From an optimization exercise on the open Yosys and OpenROAD flow, aimed at small area; shortcuts taken in it are not production practice.
Only simulation tests tie the RTL to the original design; equivalence was not proved.

$ cat flow/constraint.sdc
create_clock -name core_clock -period 100.0 [get_ports {clk}]
set_input_delay 20.0000 -clock core_clock [delete_from_list [all_inputs] [get_ports {clk}]]
set_output_delay 20.0000 -clock core_clock [all_outputs]
set_load 0.01 [all_outputs]
$ cat flow/config.mk
export PLATFORM = sky130hd
export DESIGN_NAME = updc
export DESIGN_NICKNAME = updc
export VERILOG_FILES = /design/flow/design.v
export SDC_FILE = /design/flow/constraint.sdc
export NUM_CORES = 4
export LEC_CHECK = 0
export CAP_MARGIN = 20
export CORE_MARGIN = 2
export CORE_UTILIZATION = 40
export PLACE_DENSITY = 0.6
export SLEW_MARGIN = 20
$ cat flow/design.v
module updc_voice (
    input             clk,
    input             rst,
    input             load,       
    input      [1:0]  ld_div,     
    input      [31:0] ld_reps,    
    input      [15:0] ld_per,     
    input             step,       
    output reg        act,
    output            we,         
    output     [11:0] sample,     
    output            done        
);
    localparam TABLE_SIZE = 100;
    reg [1:0]  div;
    reg [31:0] reps;
    reg [6:0]  idx;
    reg [15:0] wait_cnt;
    reg [15:0] per;
    wire slot_start = step && (wait_cnt == 16'd0);
    assign we   = slot_start && (reps != 32'd0);
    assign done = slot_start && (reps == 32'd0);
    reg signed [11:0] lut;
    always @(*) begin
        case (idx)
      7'd0: lut = 12'sd0;
      7'd1: lut = 12'sd129;
      7'd2: lut = 12'sd257;
      7'd3: lut = 12'sd384;
      7'd4: lut = 12'sd509;
      7'd5: lut = 12'sd633;
      7'd6: lut = 12'sd754;
      7'd7: lut = 12'sd872;
      7'd8: lut = 12'sd986;
      7'd9: lut = 12'sd1097;
      7'd10: lut = 12'sd1203;
      7'd11: lut = 12'sd1305;
      7'd12: lut = 12'sd1401;
      7'd13: lut = 12'sd1492;
      7'd14: lut = 12'sd1577;
      7'd15: lut = 12'sd1656;
      7'd16: lut = 12'sd1728;
      7'd17: lut = 12'sd1794;
      7'd18: lut = 12'sd1852;
      7'd19: lut = 12'sd1903;
      7'd20: lut = 12'sd1947;
      7'd21: lut = 12'sd1983;
      7'd22: lut = 12'sd2011;
      7'd23: lut = 12'sd2031;
      7'd24: lut = 12'sd2043;
      7'd25: lut = 12'sd2047;
      7'd26: lut = 12'sd2043;
      7'd27: lut = 12'sd2031;
      7'd28: lut = 12'sd2011;
      7'd29: lut = 12'sd1983;
      7'd30: lut = 12'sd1947;
      7'd31: lut = 12'sd1903;
      7'd32: lut = 12'sd1852;
      7'd33: lut = 12'sd1794;
      7'd34: lut = 12'sd1728;
      7'd35: lut = 12'sd1656;
      7'd36: lut = 12'sd1577;
      7'd37: lut = 12'sd1492;
      7'd38: lut = 12'sd1401;
      7'd39: lut = 12'sd1305;
      7'd40: lut = 12'sd1203;
      7'd41: lut = 12'sd1097;
      7'd42: lut = 12'sd986;
      7'd43: lut = 12'sd872;
      7'd44: lut = 12'sd754;
      7'd45: lut = 12'sd633;
      7'd46: lut = 12'sd509;
      7'd47: lut = 12'sd384;
      7'd48: lut = 12'sd257;
      7'd49: lut = 12'sd129;
      7'd50: lut = 12'sd0;
      7'd51: lut = -12'sd129;
      7'd52: lut = -12'sd257;
      7'd53: lut = -12'sd384;
      7'd54: lut = -12'sd509;
      7'd55: lut = -12'sd633;
      7'd56: lut = -12'sd754;
      7'd57: lut = -12'sd872;
      7'd58: lut = -12'sd986;
      7'd59: lut = -12'sd1097;
      7'd60: lut = -12'sd1203;
      7'd61: lut = -12'sd1305;
      7'd62: lut = -12'sd1401;
      7'd63: lut = -12'sd1492;
      7'd64: lut = -12'sd1577;
      7'd65: lut = -12'sd1656;
      7'd66: lut = -12'sd1728;
      7'd67: lut = -12'sd1794;
      7'd68: lut = -12'sd1852;
      7'd69: lut = -12'sd1903;
      7'd70: lut = -12'sd1947;
      7'd71: lut = -12'sd1983;
      7'd72: lut = -12'sd2011;
      7'd73: lut = -12'sd2031;
      7'd74: lut = -12'sd2043;
      7'd75: lut = -12'sd2047;
      7'd76: lut = -12'sd2043;
      7'd77: lut = -12'sd2031;
      7'd78: lut = -12'sd2011;
      7'd79: lut = -12'sd1983;
      7'd80: lut = -12'sd1947;
      7'd81: lut = -12'sd1903;
      7'd82: lut = -12'sd1852;
      7'd83: lut = -12'sd1794;
      7'd84: lut = -12'sd1728;
      7'd85: lut = -12'sd1656;
      7'd86: lut = -12'sd1577;
      7'd87: lut = -12'sd1492;
      7'd88: lut = -12'sd1401;
      7'd89: lut = -12'sd1305;
      7'd90: lut = -12'sd1203;
      7'd91: lut = -12'sd1097;
      7'd92: lut = -12'sd986;
      7'd93: lut = -12'sd872;
      7'd94: lut = -12'sd754;
      7'd95: lut = -12'sd633;
      7'd96: lut = -12'sd509;
      7'd97: lut = -12'sd384;
      7'd98: lut = -12'sd257;
      7'd99: lut = -12'sd129;
      default: lut = 12'sd0;
        endcase
    end
    wire signed [11:0] scaled = (div == 2'd2) ? (lut / 12'sd2) : lut;
    wire signed [13:0] centered = 14'sd2048 + {{2{scaled[11]}}, scaled};
    assign sample = (centered < 0) ? 12'd0 :
                    (centered > 14'sd4095) ? 12'd4095 : centered[11:0];
    always @(posedge clk) begin
        if (rst) begin
            act      <= 1'b0;
            div      <= 2'd0;
            reps     <= 32'd0;
            idx      <= 7'd0;
            wait_cnt <= 16'd0;
            per      <= 16'd0;
        end else if (load) begin
            act      <= 1'b1;
            div      <= ld_div;
            reps     <= ld_reps;
            idx      <= 7'd0;
            wait_cnt <= 16'd0;
            per      <= ld_per;
        end else if (step) begin
            if (wait_cnt == 16'd0) begin
                if (reps == 32'd0) begin
                    act <= 1'b0;
                end else begin
                    if (idx == TABLE_SIZE - 1) begin
                        idx  <= 7'd0;
                        reps <= reps - 32'd1;
                    end else begin
                        idx <= idx + 7'd1;
                    end
                    wait_cnt <= per - 16'd1;
                end
            end else begin
                wait_cnt <= wait_cnt - 16'd1;
            end
        end
    end
endmodule
module updc (
    input             clk,
    input             rst,
    input             echo,
    input             btn1,
    input             btn2,
    input             adc_done,
    input      [11:0] adc_data,
    input             bus_en,
    input             bus_we,
    input      [7:0]  bus_addr,
    input      [31:0] bus_wdata,
    output            trig,
    output reg [11:0] dac_out,
    output reg        dac_we,
    output            led1,
    output            led2,
    output            irq,
    output reg [31:0] bus_rdata
);
    localparam [31:0] F_CLK_HZ        = 32'd16000000;
    localparam [31:0] TICK_SCALE_Q16  = 32'd4096;       
    localparam signed [31:0] TICK_OFFSET_Q16 = 32'sd0;
    localparam [15:0] SOS_Q16         = 16'd2248;       
    localparam [15:0] SETTLE_CYC      = 16'd32;         
    localparam [15:0] PULSE_CYC       = 16'd160;        
    localparam [31:0] BAND_MIN_Q16    = 32'd655360;     
    localparam [31:0] BAND_W_Q16      = 32'd327680;     
    localparam [31:0] BAND_MAX_Q16    = BAND_MIN_Q16 + 8 * BAND_W_Q16;
    localparam [15:0] DELAY_CORR      = 16'd0;
    localparam [11:0] DAC_CENTER      = 12'd2048;
    localparam [11:0] VOL_T1          = 12'd500;
    localparam [11:0] VOL_T2          = 12'd3500;
    localparam [31:0] IDLE_TICKS      = 32'd30000;
    localparam [1:0]  MEL_OCT         = 2'd1;
    localparam [15:0] MEL_DUR_MS      = 16'd4;
    localparam [31:0] REPS_K          = F_CLK_HZ / (1000 * 100);
    localparam [2:0] R_IDLE = 3'd0, R_TRIG_LOW = 3'd1, R_TRIG_HIGH = 3'd2,
                     R_WAIT_STALE = 3'd3, R_WAIT_RISE = 3'd4, R_COUNT = 3'd5,
                     R_CONVERT = 3'd6;
    localparam [3:0] SILENCE = 4'd8;
    reg        rng_done, rng_tmo, syn_done, seq_start, seq_done, vol_upd;
    reg        err_cmd, err_busy, err_lock;
    reg [8:0]  irq_en;
    reg [31:0] tmo;
    reg [31:0] dist_q;
    reg [31:0] pwcnt;
    reg [2:0]  rng_st;
    reg [15:0] rtim;
    reg [31:0] rcnt;
    reg        tmo_en;
    reg [31:0] tmo_left;
    reg        adc_pend;
    reg [11:0] adc_q;
    reg [11:0] adc_raw;
    reg [1:0]  vlevel;
    reg        firing;
    reg [31:0] idle_cnt;
    reg [3:0]  mel_idx;
    reg [3:0]  snap_note;
    reg [1:0]  snap_oct;
    reg [3:0]  cur_note;
    reg [1:0]  cur_oct;
    reg [1:0]  oct_sel;
    reg        btn1_q, btn2_q;
    wire [5:0] slot      = bus_addr[7:2];
    wire       wr        = bus_en && bus_we;
    wire       wr_cmd    = wr && (slot == 6'h00);
    wire       wr_status = wr && (slot == 6'h01);
    wire       wr_irq_en = wr && (slot == 6'h02);
    wire       wr_tmo    = wr && (slot == 6'h03);
    wire [3:0]  op      = bus_wdata[3:0];
    wire [3:0]  c_note  = bus_wdata[7:4];
    wire [1:0]  c_oct   = bus_wdata[9:8];
    wire [15:0] c_dur   = bus_wdata[31:16];
    reg illegal;
    always @(*) begin
        case (op)
            4'h0, 4'h1, 4'h3: illegal = (bus_wdata[31:4] != 28'd0);
            4'h2:             illegal = (bus_wdata[15:10] != 6'd0) ||
                                        (c_note > 4'd8) || (c_oct == 2'd3);
            default:          illegal = 1'b1;
        endcase
    end
    wire cmd_ok      = wr_cmd && !illegal;
    wire cmd_measure = cmd_ok && (op == 4'h1);
    wire cmd_play    = cmd_ok && (op == 4'h2);
    wire cmd_rearm   = cmd_ok && (op == 4'h3);
    wire fv_act, mv_act;
    wire measure_go  = cmd_measure && (rng_st == R_IDLE);
    wire play_go     = cmd_play && !firing && !fv_act;
    wire rearm_go    = cmd_rearm && !firing;
    wire set_err_cmd  = wr_cmd && illegal;
    wire set_err_lock = (cmd_play || cmd_rearm) && firing;
    wire set_err_busy = (cmd_measure && (rng_st != R_IDLE)) ||
                        (cmd_play && !firing && fv_act);
    reg [15:0] play_cyc;
    always @(*) begin
        case (c_note[2:0])
            3'd0: play_cyc = 16'd612;
            3'd1: play_cyc = 16'd545;
            3'd2: play_cyc = 16'd485;
            3'd3: play_cyc = 16'd458;
            3'd4: play_cyc = 16'd408;
            3'd5: play_cyc = 16'd364;
            3'd6: play_cyc = 16'd324;
            default: play_cyc = 16'd306;
        endcase
    end
    reg [15:0] mel_cyc;
    always @(*) begin
        case (mel_idx[2:0])
            3'd0: mel_cyc = 16'd612;
            3'd1: mel_cyc = 16'd545;
            3'd2: mel_cyc = 16'd485;
            3'd3: mel_cyc = 16'd458;
            3'd4: mel_cyc = 16'd408;
            3'd5: mel_cyc = 16'd364;
            3'd6: mel_cyc = 16'd324;
            default: mel_cyc = 16'd306;
        endcase
    end
    wire [15:0] play_q   = (c_oct == 2'd2) ? {1'b0, play_cyc[15:1]} : play_cyc;
    wire [15:0] play_per = (play_q > DELAY_CORR + 16'd1) ? play_q - DELAY_CORR : 16'd1;
    wire [15:0] mel_q    = (MEL_OCT == 2'd2) ? {1'b0, mel_cyc[15:1]} : mel_cyc;
    wire [15:0] mel_per  = (mel_q > DELAY_CORR + 16'd1) ? mel_q - DELAY_CORR : 16'd1;
    wire [25:0] play_num = c_dur * c_oct * REPS_K[7:0];
    reg  [25:0] play_reps;
    always @(*) begin
        case (c_note[2:0])
            3'd0: play_reps = play_num / 26'd612;
            3'd1: play_reps = play_num / 26'd545;
            3'd2: play_reps = play_num / 26'd485;
            3'd3: play_reps = play_num / 26'd458;
            3'd4: play_reps = play_num / 26'd408;
            3'd5: play_reps = play_num / 26'd364;
            3'd6: play_reps = play_num / 26'd324;
            default: play_reps = play_num / 26'd306;
        endcase
    end
    wire [25:0] mel_num  = MEL_DUR_MS * MEL_OCT * REPS_K[7:0];
    wire [25:0] mel_reps = mel_num / {10'd0, mel_cyc};
    wire play_silent = (c_note == SILENCE) || (c_oct == 2'd0) ||
                       (vlevel == 2'd0) || (play_reps == 26'd0);
    wire fv_load     = play_go && !play_silent;
    wire expire     = !firing && !rearm_go && (idle_cnt <= 32'd1);
    wire mel_next   = firing && !mv_act && (mel_idx < 4'd8);
    wire mel_exit   = firing && !mv_act && (mel_idx == 4'd8);
    wire mv_load    = mel_next && (vlevel != 2'd0) && (mel_reps != 26'd0);
    wire        fv_we, mv_we, fv_done, mv_done;
    wire [11:0] fv_sample, mv_sample;
    updc_voice u_fv (
        .clk(clk), .rst(rst),
        .load(fv_load), .ld_div(vlevel), .ld_reps({6'd0, play_reps}), .ld_per(play_per),
        .step(fv_act && !firing),
        .act(fv_act), .we(fv_we), .sample(fv_sample), .done(fv_done)
    );
    updc_voice u_mv (
        .clk(clk), .rst(rst),
        .load(mv_load), .ld_div(vlevel), .ld_reps({6'd0, mel_reps}), .ld_per(mel_per),
        .step(mv_act),
        .act(mv_act), .we(mv_we), .sample(mv_sample), .done(mv_done)
    );
    wire signed [45:0] dur_raw = $signed({14'd0, rcnt} * {14'd0, TICK_SCALE_Q16}) +
                                 $signed({{14{TICK_OFFSET_Q16[31]}}, TICK_OFFSET_Q16});
    wire [44:0] dur_q16 = dur_raw[45] ? 45'd0 : dur_raw[44:0];
    wire [60:0] d_prod  = dur_q16 * SOS_Q16;
    wire [43:0] d_q16   = d_prod[60:17];
    wire [44:0] dc_q16  = {1'b0, d_q16} + {1'b0, d_q16 / 44'd10};
    wire [31:0] dist_new = (dc_q16 > 45'hFFFFFFFF) ? 32'hFFFFFFFF : dc_q16[31:0];
    wire in_echo_phase = (rng_st == R_WAIT_STALE) || (rng_st == R_WAIT_RISE) ||
                         (rng_st == R_COUNT);
    wire tmo_active    = in_echo_phase && tmo_en && !((rng_st == R_COUNT) && !echo);
    wire tmo_fire      = tmo_active && (tmo_left == 32'd1);
    wire convert       = (rng_st == R_CONVERT);
    always @(posedge clk) begin
        if (rst) begin
            rng_done  <= 1'b0; rng_tmo  <= 1'b0; syn_done <= 1'b0;
            seq_start <= 1'b0; seq_done <= 1'b0; vol_upd  <= 1'b0;
            err_cmd   <= 1'b0; err_busy <= 1'b0; err_lock <= 1'b0;
            irq_en    <= 9'd0;
            tmo       <= 32'd0;
            dist_q      <= 32'd0;
            pwcnt     <= 32'd0;
            rng_st    <= R_IDLE;
            rtim      <= 16'd0;
            rcnt      <= 32'd0;
            tmo_en    <= 1'b0;
            tmo_left  <= 32'd0;
            adc_pend  <= 1'b0;
            adc_q     <= 12'd0;
            adc_raw   <= 12'd0;
            vlevel    <= 2'd0;
            firing    <= 1'b0;
            idle_cnt  <= IDLE_TICKS;
            mel_idx   <= 4'd0;
            snap_note <= SILENCE;
            snap_oct  <= 2'd0;
            cur_note  <= SILENCE;
            cur_oct   <= 2'd0;
            oct_sel   <= 2'd0;
            btn1_q    <= 1'b0;
            btn2_q    <= 1'b0;
            dac_out   <= DAC_CENTER;
            dac_we    <= 1'b0;
        end else begin
            rng_done  <= (convert || tmo_fire) || (rng_done  && !(wr_status && bus_wdata[4]));
            rng_tmo   <= tmo_fire              || (rng_tmo   && !(wr_status && bus_wdata[5]));
            syn_done  <= (play_go && play_silent) || fv_done ||
                                                  (syn_done  && !(wr_status && bus_wdata[6]));
            seq_start <= expire                || (seq_start && !(wr_status && bus_wdata[7]));
            seq_done  <= mel_exit              || (seq_done  && !(wr_status && bus_wdata[8]));
            vol_upd   <= adc_pend              || (vol_upd   && !(wr_status && bus_wdata[9]));
            err_cmd   <= set_err_cmd           || (err_cmd   && !(wr_status && bus_wdata[10]));
            err_busy  <= set_err_busy          || (err_busy  && !(wr_status && bus_wdata[11]));
            err_lock  <= set_err_lock          || (err_lock  && !(wr_status && bus_wdata[12]));
            if (wr_irq_en) irq_en <= bus_wdata[12:4];
            if (wr_tmo)    tmo    <= bus_wdata;
            case (rng_st)
                R_IDLE: begin
                    if (measure_go) begin
                        rng_st   <= R_TRIG_LOW;
                        rtim     <= SETTLE_CYC;
                        rcnt     <= 32'd0;
                        tmo_en   <= 1'b0;
                        tmo_left <= 32'd0;
                    end
                end
                R_TRIG_LOW: begin
                    if (rtim == 16'd1) begin
                        rng_st <= R_TRIG_HIGH;
                        rtim   <= PULSE_CYC;
                    end else begin
                        rtim <= rtim - 16'd1;
                    end
                end
                R_TRIG_HIGH: begin
                    if (rtim == 16'd1) begin
                        rng_st   <= R_WAIT_STALE;
                        rtim     <= 16'd0;
                        tmo_en   <= (tmo != 32'd0);
                        tmo_left <= tmo;
                    end else begin
                        rtim <= rtim - 16'd1;
                    end
                end
                R_WAIT_STALE, R_WAIT_RISE, R_COUNT: begin
                    if (tmo_fire) begin
                        rng_st <= R_IDLE;
                        tmo_en <= 1'b0;
                        dist_q   <= 32'hFFFFFFFF;
                        pwcnt  <= rcnt;
                    end else begin
                        if (tmo_active)
                            tmo_left <= tmo_left - 32'd1;
                        if (rng_st == R_WAIT_STALE) begin
                            if (!echo) rng_st <= R_WAIT_RISE;
                        end else if (rng_st == R_WAIT_RISE) begin
                            if (echo) begin
                                rng_st <= R_COUNT;
                                rcnt   <= 32'd1;
                            end
                        end else begin
                            if (echo) begin
                                if (rcnt != 32'hFFFFFFFF) rcnt <= rcnt + 32'd1;
                            end else begin
                                rng_st <= R_CONVERT;
                            end
                        end
                    end
                end
                R_CONVERT: begin
                    dist_q   <= dist_new;
                    pwcnt  <= rcnt;
                    rng_st <= R_IDLE;
                    tmo_en <= 1'b0;
                end
                default: rng_st <= R_IDLE;
            endcase
            if (adc_done) adc_q <= adc_data;
            adc_pend <= adc_done;
            if (adc_pend) begin
                adc_raw <= adc_q;
                if (adc_q < VOL_T1)       vlevel <= 2'd1;    
                else if (adc_q <= VOL_T2) vlevel <= 2'd2;    
                else                      vlevel <= 2'd0;    
            end
            btn1_q  <= btn1;
            btn2_q  <= btn2;
            oct_sel <= (btn1 && !btn2) ? 2'd1 : (!btn1 && btn2) ? 2'd2 : 2'd0;
            if (play_go) begin
                cur_note <= c_note;
                cur_oct  <= c_oct;
            end
            if (rearm_go) begin
                idle_cnt <= IDLE_TICKS;
            end else if (!firing) begin
                if (idle_cnt <= 32'd1) begin
                    firing   <= 1'b1;
                    idle_cnt <= 32'd0;
                    mel_idx  <= 4'd0;
                    if (play_go) begin
                        snap_note <= c_note;
                        snap_oct  <= c_oct;
                    end else begin
                        snap_note <= cur_note;
                        snap_oct  <= cur_oct;
                    end
                    cur_oct <= MEL_OCT;
                end else begin
                    idle_cnt <= idle_cnt - 32'd1;
                end
            end else if (mel_next) begin
                cur_note <= mel_idx;
                mel_idx  <= mel_idx + 4'd1;
            end else if (mel_exit) begin
                cur_note <= snap_note;
                cur_oct  <= snap_oct;
                firing   <= 1'b0;
                idle_cnt <= IDLE_TICKS;
                mel_idx  <= 4'd0;
            end
            if (fv_we)
                dac_out <= fv_sample;
            else if (mv_we)
                dac_out <= mv_sample;
            dac_we <= fv_we || mv_we;
        end
    end
    wire [8:0] sticky = {err_lock, err_busy, err_cmd, vol_upd, seq_done,
                         seq_start, syn_done, rng_tmo, rng_done};
    assign trig = (rng_st == R_TRIG_HIGH);
    assign led1 = (oct_sel == 2'd1);
    assign led2 = (oct_sel == 2'd2);
    assign irq  = |(sticky & irq_en);
    wire [31:0] band  = (dist_q - BAND_MIN_Q16) / BAND_W_Q16;
    wire [3:0]  mnote = ((dist_q < BAND_MIN_Q16) || (dist_q >= BAND_MAX_Q16)) ? SILENCE :
                        4'd7 - band[3:0];
    always @(*) begin
        bus_rdata = 32'd0;
        if (bus_en && !bus_we && !rst) begin
            case (slot)
                6'h01: bus_rdata = {19'd0, sticky, 1'b0, firing, fv_act, (rng_st != R_IDLE)};
                6'h02: bus_rdata = {19'd0, irq_en, 4'd0};
                6'h03: bus_rdata = tmo;
                6'h04: bus_rdata = dist_q;
                6'h05: bus_rdata = pwcnt;
                6'h06: bus_rdata = {28'd0, mnote};
                6'h07: bus_rdata = {13'd0, adc_pend, vlevel, 4'd0, adc_raw};
                6'h08: bus_rdata = {26'd0, cur_oct, cur_note};
                6'h09: bus_rdata = {28'd0, btn2_q, btn1_q, oct_sel};
                6'h0A: bus_rdata = idle_cnt;
                6'h0B: bus_rdata = {20'd0, mv_act, firing, snap_oct, snap_note, mel_idx};
                6'h0C: bus_rdata = {15'd0, dac_we, 4'd0, dac_out};
                default: bus_rdata = 32'd0;
            endcase
        end
    end
endmodule
$ cat flow/run.sh
#!/bin/bash
# synth_recipe.tcl (not shown) runs the flow's synth.tcl, then flattens the netlist and writes it again
# the make line also repeats each setting of config.mk as NAME=value (left out here)
make -C /OpenROAD-flow-scripts/flow DESIGN_CONFIG=/design/flow/config.mk WORK_HOME=/design/flow/orfs CLKGATE_MAP_FILE= SYNTH_SCRIPT=/design/flow/synth_recipe.tcl finish
==> run notes <==
-- routing by layer --
layer / share of wire [%] / global-route usage, % / up-vias
met4: 2.7 / 6.93 / 10
met2: 45 / 41.7 / 2413
li1: - / - / 33800
met1: 45 / 34.9 / 33300
met3: 7.0 / 3.26 / 349
met5: 0.028 / 0 / -
-- cells by family after synthesis --
| logic type | after synthesis | synth area share, % |
|---|---|---|
| AO/OA/AOI/OAI | 2986 | 30.9 |
| XOR/XNOR | 489 | 6.60 |
| adder cells (fa/ha/maj) | 668 | 13.5 |
| buffers and inverters | 822 | 4.92 |
| flip-flops | 451 | 13.9 |
| multiplexers | 235 | 3.94 |
| other | 1 | 0.00578 |
| AND/OR/NAND/NOR | 3543 | 26.1 |
-- layout by cell type, fill, tap and decap left out, types with 110 or more instances in the layout --
cell type / netlist / final
xnor2_1: 320 / 319
nor3_1: 386 / 377
mux2i_1: 130 / 129
a21o_1: 190 / 190
nand2_1: 953 / 952
xor2_1: 169 / 169
dfxtp_1: 451 / 451
nor2_1: 1000 / 994
nand2b_1: 123 / 123
o21ai_0: 501 / 497
nor4_1: 113 / 110
a211oi_1: 159 / 159
o31ai_1: 125 / 124
inv_1: 352 / 352
a31oi_1: 127 / 127
a21oi_1: 755 / 750
o21a_1: 185 / 185
ha_1: 604 / 604
nand3_1: 258 / 258
-- final timing paths --
kind                                    start     endpoint  slack (ns)  cells after the start
worst max-delay path            bus_wdata[16]  u_fv.lut[4]        9.14                    323
worst min-delay path                pwcnt[13]    pwcnt[13]        0.45                      2
worst max register to register     mel_idx[0]  u_mv.lut[5]       35.78                    258
worst min register to register      pwcnt[13]    pwcnt[13]        0.45                      2
-- final cells by class --
cell class                      count  area, um^2  area share, %
Antenna cell                        2        5.00        0.00720
Clock buffer                       72        1430           2.06
Clock inverter                     11         115          0.166
Inverter                          384        1440           2.08
Multi-Input combinational cell   7929       52900           76.0
Sequential cell                   451        9030           13.0
Tap cell                         2160        2700           3.89
Timing Repair Buffer              217        1930           2.78
-- sequential cells by signal, indices dropped and copies added, names as in the netlist, 16 cells and up --
name           flops
u_fv.wait_cnt     16
u_mv.wait_cnt     16
tmo               32
u_fv.reps         32
rtim              16
u_mv.reps         32
dist_q            32
idle_cnt          32
pwcnt             32
tmo_left          32
rcnt              32
-- worst min-delay path: stages, from the launching register on --
cell and delay, ns:
dfxtp_1 0.31, nand2_1 0.05, a21oi_1 0.05
-- per-stage QoR --
| stage | instances | setup slack, ns |
|---|---|---|
| floorplan | 9202 | 18.10 |
| global placement | 11100 | 10.30 |
| detailed placement | 11100 | 9.60 |
| CTS | 11200 | 9.81 |
| global route | 11200 | 2.78 |
| finish | 11200 | 9.14 |
==> impl_metrics.toml <==
[status]
status = "no timing/DRC/antenna violations"

[sta]
whs_ns = 0.450
fin_crit_sh_pct = 90.9
clock_skew_ns = 0.0341
setup_violations = 0
tns_ns = 0
tightest_slew_ns = 1.15
rsz0062_at_grt = "false"
hold_violations = 0
fin_crit_ns = 90.86
slew_headroom_pct = 23.6
fmax_mhz = 11.0
slew_viol_final = 0

[setup_path]
cp_max_fo = 72
critPathMaxStageDelay_ns = 0.82
path_common_cell = "o21a_1"
cp-start-kind = "input pin"
worstPathArrival_ns = 91.38
worst-endpoint-required_ns = 100.51
path_buf_inv = 24
worst-setup-path-type = "input pin to flip-flop"
cp_slowest_cell = "or4_1"
critPathTopFamily = "compound AO/OA/AOI/OAI gates"
cp-end-kind = "flip-flop"

[logic_synthesis]
syn_avg_cell_area_um2 = 7.06
synth-main-ff-cell = "dfxtp_1"
synthTopCellsByArea = "dfxtp_1, ha_1, a21oi_1"
yosysSeqAreaShare_pct = 13.9
synth.distinct_cells = 138
yosys.area.top_type_share_pct = 13.9
yosys_warnings = 2
syn_area_um2 = 64900
synth_common_cells = "nor2_1, nand2_1, a21oi_1"
yosys.area.top_type = "dfxtp_1"
synth.most_common_cell = "nor2_1"
postSynthCellCount = 9195
synth-seq-cells = 451
synth_edf_count = 0
synth-async-reset-ratio_pct = 0

[placed_design]
placement.io_buffers = 106
gp_congestion = 0.964
dp_hpwl_um = 169000
placed_area_um2 = 67900

[floorplanning]
dieArea_um2 = 165000
core_um2 = 161000
rows = 147
ios = 109
initial_core_util_pct = 40.4
die_h_um = 407
chipWidth_um = 407

[route]
ant_nets = 0
drt_wl_total_um = 221000
wl_per_cell_um = 19.7
firstDrtPassIters = 8
initialDrtViolationCount = 6366
vias = 69900
routed_via_density = 6.22
drt_drc_violations_left = 0

[clock_network]
post-cts-setup-buffers = 0
cts_num_sinks = 451
clock_latency_ns = 0.61
clk_pin_slew_worst_paths_ns = 0.06
ctsRootBufferMaster = "clkbuf_16"
clk_path_buf_depth = 3
cts_max_level = 2
ctsHoldBuffers = 0
tritoncts = "yes"
cts_inserted_buffers = 49
ctsResizeCount = 0

[global_route]
grt_antenna_before_repair = 12
grt_start_max_net_pins = 151
grt_first_pass_wirelength_um = 349000
grt_use_total_pct = 25.4
grt_pass1_vias = 64300
grt-ovfl-total = 0

[run]
cap_viol_max_count = 0

[layout]
synthToLayoutAreaGrowth_pct = 7.15
final_layout_size_suffix_gt1_share_pct = 5.64
final_util_pct = 43.2
postLayoutCellArea_um2 = 69500
finalNetCount = 9755
fillers = 16600

[min_path]
hold_path.class = "flip-flop to flip-flop"

[what the ideal ports hide]
No port has a modelled driver above. Below, the same layout with a new extraction and two added sets of constraints. Step 1, drivers: a clkbuf_16 drives clk and a buf_2 each remaining input, both assumed. Step 2 adds t to the input delays and takes it off the output delays; t is the mean of the earliest and latest rising clock arrival at the registers after step 1. Input paths then give back, and output paths get back, about the clock's delay inside the block. Slacks: ideal / step 1 / step 2; pairs: ideal / step 1.
t (ns): 0.672
slack for setup (ns): 9.136 / 9.187 / 8.515
worst setup path at the end: input to register
worst data-port slew with drivers (ns): 0.18
After both steps setup and hold are still met in this run. For this run, drivers alone change the setup slack by +0.051 ns; drivers and shift together by -0.621 ns.
